This is an optimization exercise on Yosys and OpenROAD, whose aim is small area, a short achievable clock period and few clock cycles per item, not a production implementation. RTL that was checked went through simulation tests only; none was proved equivalent to the original. Power is estimated from default activity; no workload was simulated.

==> 08-04 <==
==> flow/design.v (excerpt) <==
module txmod_shaper (
    input  wire        clk,
    input  wire        rst,           
    input  wire        in_valid,
    output wire        in_ready,
    input  wire [7:0]  in_byte,
    input  wire        in_lodev,      
    output reg         out_valid,
    input  wire        out_ready,
    output reg  [15:0] out_sample
);
==> flow/config.mk <==
export PLATFORM = sky130hd
export DESIGN_NAME = txmod_shaper
export DESIGN_NICKNAME = txmod_shaper
export VERILOG_FILES = /design/flow/design.v
export SDC_FILE = /design/flow/constraint.sdc
export NUM_CORES = 4
export LEC_CHECK = 0
export ABC_AREA = 1
export CAP_MARGIN = 20
export CORE_MARGIN = 2
export CORE_UTILIZATION = 40
export PLACE_DENSITY = 0.6
export SLEW_MARGIN = 20
==> flow/constraint.sdc <==
create_clock -name core_clock -period 12.0 [get_ports {clk}]
set_input_delay 2.4000 -clock core_clock [delete_from_list [all_inputs] [get_ports {clk}]]
set_output_delay 2.4000 -clock core_clock [all_outputs]
set_load 0.01 [all_outputs]
run.sh (not shown) runs the stock make flow with config.mk's settings and CLKGATE_MAP_FILE= SYNTH_SCRIPT=/design/flow/synth_recipe.tcl, a recipe that flattens the netlist after the stock synthesis.
==> 01-18: changes against 08-04 <==
--- a/flow/design.v
+++ b/flow/design.v
@@ -440,22 +440,23 @@
         begin
             csa[26:0] = a ^ b ^ c;
             csa[2*27-1:27] = {(a[25:0] & b[25:0]) | (a[25:0] & c[25:0]) | (b[25:0] & c[25:0]), 1'b0};
         end
     endfunction
     reg  [7:0] cur_byte;              
     reg        cur_lodev;
-    reg        have;                  
+    reg        in_rdy;                
+    wire       have = !in_rdy;
     reg  [1:0] sidx;                  
     reg        act;                   
     reg  [2:0] phase;                 
     reg  [2:0] x;                     
     reg  [2:0] h  [1:5];              
     reg  [5:1] hv;                    
-    assign in_ready = !have;
+    assign in_ready = in_rdy;
     reg  [1:0] nd;
     always @(*) begin
         case (sidx)
             2'd0: nd = cur_byte[7:6];
             2'd1: nd = cur_byte[5:4];
             2'd2: nd = cur_byte[3:2];
             default: nd = cur_byte[1:0];
@@ -474,24 +475,115 @@
         {c1, s1} = csa(t0, t1, t2);
         {c2, s2} = csa(t3, t4, t5);
         {c3, s3} = csa(s1, c1, s2);
         {c4, s4} = csa(s3, c3, c2);
     end
     reg  [26:0] ps, pc;
     reg         pv;
-    wire [26:0] psum = ps + pc;
-    wire [16:0] sh = psum[26:10];
+    wire [26:0] sh_g0 = ps & pc;
+    wire [26:0] sh_p0 = ps ^ pc;
+    wire sh_G1 = sh_g0[1] | (sh_p0[1] & sh_g0[0]);
+    wire sh_P1 = sh_p0[1] & sh_p0[0];
+    wire sh_G2 = sh_g0[3] | (sh_p0[3] & sh_g0[2]);
+    wire sh_P2 = sh_p0[3] & sh_p0[2];
+    wire sh_G3 = sh_g0[5] | (sh_p0[5] & sh_g0[4]);
+    wire sh_P3 = sh_p0[5] & sh_p0[4];
+    wire sh_G4 = sh_g0[7] | (sh_p0[7] & sh_g0[6]);
+    wire sh_P4 = sh_p0[7] & sh_p0[6];
+    wire sh_G5 = sh_g0[9] | (sh_p0[9] & sh_g0[8]);
+    wire sh_P5 = sh_p0[9] & sh_p0[8];
+    wire sh_G6 = sh_g0[11] | (sh_p0[11] & sh_g0[10]);
+    wire sh_P6 = sh_p0[11] & sh_p0[10];
+    wire sh_G7 = sh_g0[13] | (sh_p0[13] & sh_g0[12]);
+    wire sh_P7 = sh_p0[13] & sh_p0[12];
+    wire sh_G8 = sh_g0[15] | (sh_p0[15] & sh_g0[14]);
+    wire sh_P8 = sh_p0[15] & sh_p0[14];
+    wire sh_G9 = sh_g0[17] | (sh_p0[17] & sh_g0[16]);
+    wire sh_P9 = sh_p0[17] & sh_p0[16];
+    wire sh_G10 = sh_g0[19] | (sh_p0[19] & sh_g0[18]);
+    wire sh_P10 = sh_p0[19] & sh_p0[18];
+    wire sh_G11 = sh_g0[21] | (sh_p0[21] & sh_g0[20]);
+    wire sh_P11 = sh_p0[21] & sh_p0[20];
+    wire sh_G12 = sh_g0[23] | (sh_p0[23] & sh_g0[22]);
+    wire sh_P12 = sh_p0[23] & sh_p0[22];
+    wire sh_G13 = sh_g0[25] | (sh_p0[25] & sh_g0[24]);
+    wire sh_P13 = sh_p0[25] & sh_p0[24];
+    wire sh_G14 = sh_G2 | (sh_P2 & sh_G1);
+    wire sh_P14 = sh_P2 & sh_P1;
+    wire sh_G15 = sh_G4 | (sh_P4 & sh_G3);
+    wire sh_P15 = sh_P4 & sh_P3;
+    wire sh_G16 = sh_G6 | (sh_P6 & sh_G5);
+    wire sh_P16 = sh_P6 & sh_P5;
+    wire sh_G17 = sh_G8 | (sh_P8 & sh_G7);
+    wire sh_P17 = sh_P8 & sh_P7;
+    wire sh_G18 = sh_G10 | (sh_P10 & sh_G9);
+    wire sh_P18 = sh_P10 & sh_P9;
+    wire sh_G19 = sh_G12 | (sh_P12 & sh_G11);
+    wire sh_P19 = sh_P12 & sh_P11;
+    wire sh_G20 = sh_G15 | (sh_P15 & sh_G14);
+    wire sh_P20 = sh_P15 & sh_P14;
+    wire sh_G21 = sh_G17 | (sh_P17 & sh_G16);
+    wire sh_P21 = sh_P17 & sh_P16;
+    wire sh_G22 = sh_G19 | (sh_P19 & sh_G18);
+    wire sh_P22 = sh_P19 & sh_P18;
+    wire sh_G23 = sh_G21 | (sh_P21 & sh_G20);
+    wire sh_P23 = sh_P21 & sh_P20;
+    wire sh_G24 = sh_G22 | (sh_P22 & sh_G23);
+    wire sh_P24 = sh_P22 & sh_P23;
+    wire sh_G25 = sh_G16 | (sh_P16 & sh_G20);
+    wire sh_P25 = sh_P16 & sh_P20;
+    wire sh_G26 = sh_G18 | (sh_P18 & sh_G23);
+    wire sh_P26 = sh_P18 & sh_P23;
+    wire sh_G27 = sh_G3 | (sh_P3 & sh_G14);
+    wire sh_P27 = sh_P3 & sh_P14;
+    wire sh_G28 = sh_G5 | (sh_P5 & sh_G20);
+    wire sh_P28 = sh_P5 & sh_P20;
+    wire sh_G29 = sh_G7 | (sh_P7 & sh_G25);
+    wire sh_P29 = sh_P7 & sh_P25;
+    wire sh_G30 = sh_G9 | (sh_P9 & sh_G23);
+    wire sh_P30 = sh_P9 & sh_P23;
+    wire sh_G31 = sh_G11 | (sh_P11 & sh_G26);
+    wire sh_P31 = sh_P11 & sh_P26;
+    wire sh_G32 = sh_G13 | (sh_P13 & sh_G24);
+    wire sh_P32 = sh_P13 & sh_P24;
+    wire sh_G33 = sh_g0[2] | (sh_p0[2] & sh_G1);
+    wire sh_P33 = sh_p0[2] & sh_P1;
+    wire sh_G34 = sh_g0[4] | (sh_p0[4] & sh_G14);
+    wire sh_P34 = sh_p0[4] & sh_P14;
+    wire sh_G35 = sh_g0[6] | (sh_p0[6] & sh_G27);
+    wire sh_P35 = sh_p0[6] & sh_P27;
+    wire sh_G36 = sh_g0[8] | (sh_p0[8] & sh_G20);
+    wire sh_P36 = sh_p0[8] & sh_P20;
+    wire sh_G37 = sh_g0[10] | (sh_p0[10] & sh_G28);
+    wire sh_P37 = sh_p0[10] & sh_P28;
+    wire sh_G38 = sh_g0[12] | (sh_p0[12] & sh_G25);
+    wire sh_P38 = sh_p0[12] & sh_P25;
+    wire sh_G39 = sh_g0[14] | (sh_p0[14] & sh_G29);
+    wire sh_P39 = sh_p0[14] & sh_P29;
+    wire sh_G40 = sh_g0[16] | (sh_p0[16] & sh_G23);
+    wire sh_P40 = sh_p0[16] & sh_P23;
+    wire sh_G41 = sh_g0[18] | (sh_p0[18] & sh_G30);
+    wire sh_P41 = sh_p0[18] & sh_P30;
+    wire sh_G42 = sh_g0[20] | (sh_p0[20] & sh_G26);
+    wire sh_P42 = sh_p0[20] & sh_P26;
+    wire sh_G43 = sh_g0[22] | (sh_p0[22] & sh_G31);
+    wire sh_P43 = sh_p0[22] & sh_P31;
+    wire sh_G44 = sh_g0[24] | (sh_p0[24] & sh_G24);
+    wire sh_P44 = sh_p0[24] & sh_P24;
+    wire sh_G45 = sh_g0[26] | (sh_p0[26] & sh_G32);
+    wire sh_P45 = sh_p0[26] & sh_P32;
+    wire [16:0] sh = {sh_p0[26] ^ sh_G32, sh_p0[25] ^ sh_G44, sh_p0[24] ^ sh_G24, sh_p0[23] ^ sh_G43, sh_p0[22] ^ sh_G31, sh_p0[21] ^ sh_G42, sh_p0[20] ^ sh_G26, sh_p0[19] ^ sh_G41, sh_p0[18] ^ sh_G30, sh_p0[17] ^ sh_G40, sh_p0[16] ^ sh_G23, sh_p0[15] ^ sh_G39, sh_p0[14] ^ sh_G29, sh_p0[13] ^ sh_G38, sh_p0[12] ^ sh_G25, sh_p0[11] ^ sh_G37, sh_p0[10] ^ sh_G28};
     wire [15:0] sample = (sh[16] != sh[15]) ? {sh[16], {15{!sh[16]}}} : sh[15:0];
     wire en      = !out_valid || out_ready;    
     wire advance = act && en;
     wire last    = (phase == 3'd4);
     wire take    = have && (!act || (advance && last));
     always @(posedge clk) begin
         if (rst) begin
-            have      <= 1'b0;
+            in_rdy    <= 1'b1;
             act       <= 1'b0;
             sidx      <= 2'd0;
             phase     <= 3'd0;
             hv        <= 5'd0;
             out_valid <= 1'b0;
             pv        <= 1'b0;
         end else begin
@@ -509,18 +601,18 @@
                     phase <= phase + 3'd1;
                 end
             end
             if (take) begin
                 act  <= 1'b1;
                 sidx <= sidx + 2'd1;
                 if (sidx == 2'd3)
-                    have <= 1'b0;
+                    in_rdy <= 1'b1;
             end
             if (in_valid && !have) begin
-                have <= 1'b1;
+                in_rdy <= 1'b0;
                 sidx <= 2'd0;
             end
         end
     end
     always @(posedge clk) begin
         if (in_valid && !have) begin
             cur_byte  <= in_byte;
==> flow/flow/run.sh (new file) <==
#!/bin/bash
# The standard layout, with timing repair aiming for extra setup slack and
# plain buffers (instead of delay cells) on the ports.
set -euo pipefail
bash standard.sh SETUP_SLACK_MARGIN=8.4 "BUFFER_PORTS_ARGS=-buffer_cell sky130_fd_sc_hd__buf_2" finish > standard_flow.log 2>&1
==> flow/standard.sh (new file) <==
#!/bin/bash
# synth_recipe.tcl (not shown) runs the flow's synth.tcl, then flattens the netlist and writes it again
# the make line also repeats each setting of config.mk as NAME=value (left out here)
make -C /OpenROAD-flow-scripts/flow DESIGN_CONFIG=/design/flow/config.mk WORK_HOME=/design/flow/orfs CLKGATE_MAP_FILE= SYNTH_SCRIPT=/design/flow/synth_recipe.tcl "${@:-finish}"
==> flow/config.mk (replaced) <==
export PLATFORM = sky130hd
export DESIGN_NAME = txmod_shaper
export DESIGN_NICKNAME = txmod_shaper
export VERILOG_FILES = /design/flow/design.v
export SDC_FILE = /design/flow/constraint.sdc
export NUM_CORES = 4
export LEC_CHECK = 0
export ABC_AREA = 1
export CAP_MARGIN = 20
export CORE_MARGIN = 2
export CORE_UTILIZATION = 55
export PLACE_DENSITY = 0.7
export SLEW_MARGIN = 20
removed: flow/run.sh
==> summary of the runs <==
08-04 completed with no timing, DRC or antenna violations. 01-18 completed with no timing, DRC or antenna violations.
In 08-04 the first-iteration DRC count is lower than in 01-18, by 15%.
Between 08-04 and 01-18, the lower hold slack is in 01-18 (gap 0.0063 ns).
Against 01-18, the power of 08-04 is smaller by about 4%.
Synthesized cell count: 08-04 is higher than 01-18 (9.7%).
Between 08-04 and 01-18, the lower area after synthesis is in 01-18 (gap 4.2%, measured against 01-18).
==> figures <==
| metric | 08-04 | 01-18 |
|---|---|---|
| Result of the run | no timing/DRC/antenna violations | no timing/DRC/antenna violations |
| Clock Network Area Fraction | 0.02539 | 0.02411 |
| Highest fanout seen on the critical path | 9 | 27 |
| Post-route worst setup slack | 7.368 ns | 8.346 ns |
| Multi-input gate area in the final layout | 7019 µm² | 7181 µm² |
| XOR/XNOR share of the synthesized area | 0.01166 | 0.01053 |
| Startpoint of the most critical setup path | h[4][0]$_DFFE_PP_ | phase[1]$_SDFFE_PP0P_ |
| Met1 wire length | 16.50 mm | 14.51 mm |
| Drt total wl | 39.56 mm | 38.92 mm |
| Multi-input logic cell count | 1077 | 947 |
| Clock group power | 324 µW | 320 µW |
| Share of power burned in registers | 0.396 | 0.388 |
Testbench counts of 08-04, summed over its fixed seeds: cycles 38,432, samples 38,400.
For 01-18, only the layout was checked, not whether the RTL still works.

========
==> inputs of build 28 <==
Another version of the RTL of txmod_shaper (not shown whole).
export LEC_CHECK = 0
export ABC_AREA = 1
export CAP_MARGIN = 20
export CORE_MARGIN = 2
export CORE_UTILIZATION = 40
export CTS_BUF_LIST = sky130_fd_sc_hd__clkbuf_8
export PLACE_DENSITY = 0.6
export SLEW_MARGIN = 20
create_clock -name core_clock -period 12.0 [get_ports {clk}]
standard.sh (not shown) runs the stock make flow with config.mk's settings and CLKGATE_MAP_FILE= SYNTH_SCRIPT=/design/flow/synth_recipe.tcl, a recipe that flattens the netlist after the stock synthesis.
==> flow/flow/run.sh <==
#!/bin/bash
# The standard layout, with timing repair aiming for extra setup slack and
# plain buffers (instead of delay cells) on the ports.
set -euo pipefail
bash standard.sh SETUP_SLACK_MARGIN=8.5 "BUFFER_PORTS_ARGS=-buffer_cell sky130_fd_sc_hd__buf_2" finish > standard_flow.log 2>&1
==> inputs of trial 49, as changes to build 28 <==
--- a/flow/design.v
+++ b/flow/design.v
@@ -442,19 +442,18 @@
             csa[2*27-1:27] = {(a[25:0] & b[25:0]) | (a[25:0] & c[25:0]) | (b[25:0] & c[25:0]), 1'b0};
         end
     endfunction
     reg  [7:0] cur_byte;              
     reg        cur_lodev;
-    reg        in_rdy;                
-    wire       have = !in_rdy;
+    reg        have;                  
     reg  [1:0] sidx;                  
     reg        act;                   
     reg  [2:0] phase;                 
     reg  [2:0] x;                     
     reg  [2:0] h  [1:5];              
     reg  [5:1] hv;                    
-    assign in_ready = in_rdy;
+    assign in_ready = !have;
     reg  [1:0] nd;
     always @(*) begin
         case (sidx)
             2'd0: nd = cur_byte[7:6];
             2'd1: nd = cur_byte[5:4];
@@ -473,17 +472,16 @@
         t4 = hv[4] ? tab4({phase, h[4]}) : 27'sd0;
         t5 = hv[5] ? tab5({phase, h[5]}) : 27'sd0;
         {c1, s1} = csa(t0, t1, t2);
         {c2, s2} = csa(t3, t4, t5);
         {c3, s3} = csa(s1, c1, s2);
+        {c4, s4} = csa(s3, c3, c2);
     end
-    reg  [26:0] pa, pb, pd;
+    reg  [26:0] ps, pc;
     reg         pv;
-    reg  [26:0] qs, qc;
-    always @(*) {qc, qs} = csa(pa, pb, pd);
-    wire [26:0] sh_g0 = qs & qc;
-    wire [26:0] sh_p0 = qs ^ qc;
+    wire [26:0] sh_g0 = ps & pc;
+    wire [26:0] sh_p0 = ps ^ pc;
     wire sh_G1 = sh_g0[1] | (sh_p0[1] & sh_g0[0]);
     wire sh_P1 = sh_p0[1] & sh_p0[0];
     wire sh_G2 = sh_g0[3] | (sh_p0[3] & sh_g0[2]);
     wire sh_P2 = sh_p0[3] & sh_p0[2];
     wire sh_G3 = sh_g0[5] | (sh_p0[5] & sh_g0[4]);
@@ -578,11 +576,11 @@
     wire advance = act && en;
     wire last    = (phase == 3'd4);
     wire take    = have && (!act || (advance && last));
     always @(posedge clk) begin
         if (rst) begin
-            in_rdy    <= 1'b1;
+            have      <= 1'b0;
             act       <= 1'b0;
             sidx      <= 2'd0;
             phase     <= 3'd0;
             hv        <= 5'd0;
             out_valid <= 1'b0;
@@ -604,27 +602,26 @@
             end
             if (take) begin
                 act  <= 1'b1;
                 sidx <= sidx + 2'd1;
                 if (sidx == 2'd3)
-                    in_rdy <= 1'b1;
+                    have <= 1'b0;
             end
             if (in_valid && !have) begin
-                in_rdy <= 1'b0;
+                have <= 1'b1;
                 sidx <= 2'd0;
             end
         end
     end
     always @(posedge clk) begin
         if (in_valid && !have) begin
             cur_byte  <= in_byte;
             cur_lodev <= in_lodev;
         end
         if (en) begin
-            pa         <= s3;
-            pb         <= c3;
-            pd         <= c2;
+            ps         <= s4;
+            pc         <= c4;
             out_sample <= sample;
         end
         if (advance && last) begin
             h[5] <= h[4];
             h[4] <= h[3];
==> flow/flow/run.sh (replaced) <==
#!/bin/bash
# The standard layout, with timing repair aiming for extra setup slack.
set -euo pipefail
bash standard.sh SETUP_SLACK_MARGIN=8.4 finish > standard_flow.log 2>&1
--- a/flow/config.mk
+++ b/flow/config.mk
@@ -7,8 +7,7 @@
 export LEC_CHECK = 0
 export ABC_AREA = 1
 export CAP_MARGIN = 20
 export CORE_MARGIN = 2
 export CORE_UTILIZATION = 40
-export CTS_BUF_LIST = sky130_fd_sc_hd__clkbuf_8
 export PLACE_DENSITY = 0.6
 export SLEW_MARGIN = 20
==> summary of the runs <==
Of build 28 and trial 49, build 28 has the higher total power (gap 17%, measured against trial 49). Area after synthesis: trial 49 is lower than build 28 (about 6%). Between trial 49 and build 28, the lower cell count is in build 28 (gap about 0.8%, measured against build 28). In build 28 the clock-buffer cell count is higher than in trial 49, by 7. Between build 28 and trial 49, the lower non-clock buffer count is in build 28 (gap 59). Of build 28 and trial 49, trial 49 has the higher core utilization (gap 4.4 points). Against trial 49, the clock power of build 28 is larger by about 20%. In build 28 the fmax is higher than in trial 49, by about 4%. Hold slack: build 28 is better than trial 49 (16 ps). Against trial 49, the clock skew of build 28 is higher by 14 ps.
Testbench counts of build 28, summed over its fixed seeds: cycles 38,432, samples 38,400.
No functional check of the RTL was part of trial 49.

-- re-timing with driven ports --
The flow's constraints put no driver on any port. The routed layouts listed below were extracted and timed again, unchanged, in two steps. Step 1 (the two cells are an assumption about what drives the block):
set clk [get_ports {clk}]
set_driving_cell -lib_cell sky130_fd_sc_hd__clkbuf_16 $clk
set_driving_cell -lib_cell sky130_fd_sc_hd__buf_2 [delete_from_list [all_inputs] $clk]
Step 2, shift: input delay + t, output delay - t, t = (earliest + latest rising clock arrival at the registers) / 2. This alone moves slack from input paths to output paths. a / b / c = ideal / step 1 / step 2; a / b = the first two.
| run | t, ns | setup slack, ns | worst setup path at the end |
|---|---|---|---|
| 08-04 | 0.419 | 7.368 / 7.368 / 7.368 | register to register |
| 01-18 | 0.416 | 8.346 / 8.346 / 8.265 | input to register |
| build 28 | 0.499 | 8.519 / 8.519 / 8.170 | input to register |
| trial 49 | 0.418 | 8.386 / 8.386 / 8.060 | input to register |
After both steps setup and hold are still met in every run listed. The setup slack of build 28, which loses most, moves by 0.000 ns with the drivers and by -0.349 ns with both steps.
